Source: an optimization exercise on an open RTL-to-GDS flow (aim: small area, a short achievable clock period and few clock cycles). Production flows keep margins and buffers that such runs may drop. Only simulation tests tie the RTL to the original design; equivalence was not proved. Power is estimated from default activity; no workload was simulated.

## ppe_top
module ppe_top (
    input  wire        clk,
    input  wire        rst,
    input  wire        reg_we,
    input  wire [3:0]  reg_waddr,
    input  wire [31:0] reg_wdata,
    input  wire [3:0]  reg_raddr,
    output reg  [31:0] reg_rdata,
    output wire        src_req,
    output wire [32:0] src_addr,
    input  wire        src_ack,
    input  wire [15:0] src_data,
    output wire        dst_we,
    output wire [31:0] dst_addr,
    output wire [31:0] dst_wdata,
    input  wire        dst_ack
);
Size: about 370 flip-flops, roughly 190 I/O pins, about 31000 um2 of cells after synthesis.
clock: 13.0 ns
lec_check: 0
cap_margin: 20
core_margin: 2
core_utilization: 40
cts_cluster_diameter: 100
cts_cluster_size: 20
slew_margin: 20
standard.sh (not shown) runs the stock make flow with config.mk's settings and CLKGATE_MAP_FILE= SYNTH_SCRIPT=/design/flow/synth_recipe.tcl, a recipe that flattens the netlist after the stock synthesis.
==> flow/flow/run.sh <==
#!/bin/bash
# The standard layout (standard.sh: the standard synthesis, floorplan, power
# grid, placement, CTS and routing, unchanged) with two settings of the timing
# repair: each port's buffer is a buf_2 rather than the resizer's default pick
# (the repair upsizes the ones on critical paths), and repair_timing aims for
# extra setup slack. The SDC and clock period are the standard flow's. ORFS writes each
# step's full log under orfs/logs; make's own output goes to standard.log here.
set -euo pipefail
export BUFFER_PORTS_ARGS="-buffer_cell sky130_fd_sc_hd__buf_2"
export SETUP_SLACK_MARGIN=6.6
bash standard.sh finish > standard.log 2>&1
Testbench counts at the start, summed over its fixed seeds: cycles 41,720.
Change:
--- a/flow/design.v
+++ b/flow/design.v
@@ -99,30 +99,41 @@
     wire [33:0] fb_ = f_r12 ? {4'd0, w[30:3], 2'b00} : 34'd0;
     wire [33:0] fc_ = (f_yuv8 && nz1) ? 34'd4
                     : (f_r210 && nz6) ? 34'd256
                     : (f_r12 && nz3)  ? 34'd36 : 34'd0;
     wire [33:0] fs  = fa_ + fb_ + fc_;
     wire misalign = (stride[1:0] != 2'b00) ||
                     (f_r210 && (stride[7:2] != 6'd0)) ||
                     (f_r12 && !st_mod9);
     wire [33:0] diff   = {2'b00, stride} - fs;                   
     wire        st_lt  = diff[33];
     wire        fs_ovf = (fs[33:32] != 2'b00);
+    reg [4:0] mi;            
+    reg       m_done;        
     reg       ovf;           
-    reg       big;           
-    wire        m_done = (xr == 31'd0);
+    reg [4:0] h_msb;
+    integer i;
+    always @(*) begin
+        h_msb = 5'd0;
+        for (i = 0; i < 31; i = i + 1)
+            if (h[i]) h_msb = i[4:0];
+    end
+    wire [4:0]  mi_m1  = mi - 5'd1;
+    wire        h_bit  = h[mi];
+    wire        add1   = m_done || run;
+    wire [33:0] add_a  = add1 ? {2'b00, rv} : {1'b0, rv, 1'b0};
     wire [33:0] add_b  = run    ? {34{1'b1}}
                        : m_done ? {2'b11, ~dst_len}
-                       : (xr[0] ? {2'b00, dst_ptr} : 34'd0);
-    wire [33:0] acc_n  = {2'b00, rv} + add_b;
-    wire        ovf_n  = ovf || acc_n[32] || (xr[0] && big);
+                       : (h_bit ? {2'b00, stride} : 34'd0);
+    wire [33:0] acc_n  = add_a + add_b;
+    wire        ovf_n  = ovf || (acc_n[33:32] != 2'b00);
     wire        too_small = ovf || !acc_n[33];
     reg [32:0] src_idx;      
     reg [31:0] dst_ptr;      
     reg [30:0] xr;           
     reg        lt_r, mis_r;  
     reg        chk2;         
     reg [1:0]  c;            
     reg [5:0]  q;            
     reg        pad;          
     reg        nr, nr2;      
     reg [29:0] S;            
@@ -290,46 +301,46 @@
                 endcase
             end
             if (launch) begin
                 f_rgb8 <= (wf == 3'd1) || (wf == 3'd2);
                 f_yuv8 <= (wf == 3'd3);
                 f_r210 <= (wf == 3'd4);
                 f_r12  <= (wf == 3'd6) || (wf == 3'd7);
                 f_big  <= (wf == 3'd4) || (wf == 3'd6);    
                 chk  <= 1'b1;
                 done <= 1'b0;
                 err  <= 4'd0;
-                rv      <= 32'd0;
-                ovf     <= 1'b0;
-                big     <= 1'b0;
-                xr      <= h;
-                dst_ptr <= stride;
-                chk2    <= 1'b0;
+                rv   <= stride;          
+                ovf  <= 1'b0;
+                mi   <= h_msb - 5'd1;
+                m_done <= (h_msb == 5'd0);
+                chk2 <= 1'b0;
             end
             if (chk) begin
                 src_idx <= 33'd0;
+                dst_ptr <= 32'd0;
+                xr      <= w;
                 lt_r    <= st_lt;
                 mis_r   <= misalign;
                 chk2    <= 1'b1;
                 c       <= 2'd0;
                 q       <= 6'd0;
                 pad     <= 1'b0;
                 nr      <= 1'b0;
                 nr2     <= 1'b0;
                 S       <= 30'd0;
                 if (!m_done) begin
-                    rv      <= acc_n[31:0];
-                    ovf     <= ovf_n;
-                    big     <= big || dst_ptr[31];
-                    xr      <= {1'b0, xr[30:1]};
-                    dst_ptr <= {dst_ptr[30:0], 1'b0};
+                    rv  <= acc_n[31:0];
+                    ovf <= ovf_n;
+                    mi  <= mi_m1;
+                    if (mi == 5'd0) m_done <= 1'b1;
                 end
                 if (op == 4'd1) begin
                     if (cmd[23:16] != 8'd0 || !(dep == 4'd8 || dep == 4'd10 || dep == 4'd12))
                         finish(E_ILLEGAL, cmd);
                     else
                         finish(E_NONE, {20'd0, clamp(val, dep)});
                 end else if (op == 4'd2 || op == 4'd3) begin
                     if (cmd[27:8] != 20'd0)
                         finish(E_ILLEGAL, cmd);
                     else if (!fmt_known)
                         finish(E_UNSUPPORTED, {24'd0, fmt});
@@ -347,24 +358,22 @@
                         finish(E_GEOMETRY, 32'd4);
                     else if (mis_r)
                         finish(E_GEOMETRY, 32'd5);
                     else if (!m_done)
                         ;
                     else if (too_small)
                         finish(E_BUFFER, ovf ? 32'hFFFF_FFFF : rv);
                     else begin
                         chk <= 1'b0;
                         run <= 1'b1;
                         rv  <= {1'b0, h};        
-                        xr  <= w;
-                        dst_ptr <= 32'd0;
                     end
                 end else begin
                     finish(E_ILLEGAL, cmd);
                 end
             end
             if (v_adv) begin
                 S <= v_emit ? (v_pad ? 30'd0 : lefto[29:0]) : (S | placed[29:0]);
                 if (v_nr || v_nr2 || v_emit)
                     dst_ptr <= ptr_next;
                 if (v_last)
                     finish(E_NONE, fs[31:0]);
What happened: The changed run finished clean; design area increases by 1.4%; clock power shrinks by about 10%; wire length is lower by 1.0%; die area rose by 2.2%; critical path depth stays the same; worst setup slack is better by 0.56 ns.
Testbench counts after the change, summed over its fixed seeds: cycles 41,631.

-- static timing again, ports no longer ideal --
The results above use ideal ports. As a check the final layouts listed here were re-extracted and re-timed, cells and wires unchanged. Step 1: set_driving_cell puts a clkbuf_16 on clk and a buf_2 on each other input, an assumption about the parent block. Step 2 times the ports against the registers' clock, not the clock port: input delays grow and output delays shrink by t, the midpoint of the rising clock arrivals with the driver on. Three values: ideal ports, drivers, drivers and shift; two values: the first two.
run | t (ns) | slack for setup (ns) | cell pins on the clock port's net
the first run | 0.718 | 5.881 / 5.822 / 5.822 | 1
the second run | 0.695 | 6.440 / 6.394 / 6.394 | 1
After both steps setup and hold are still met in every run listed. For the first run, which loses most, drivers alone change the setup slack by -0.059 ns; drivers and shift together by -0.059 ns.
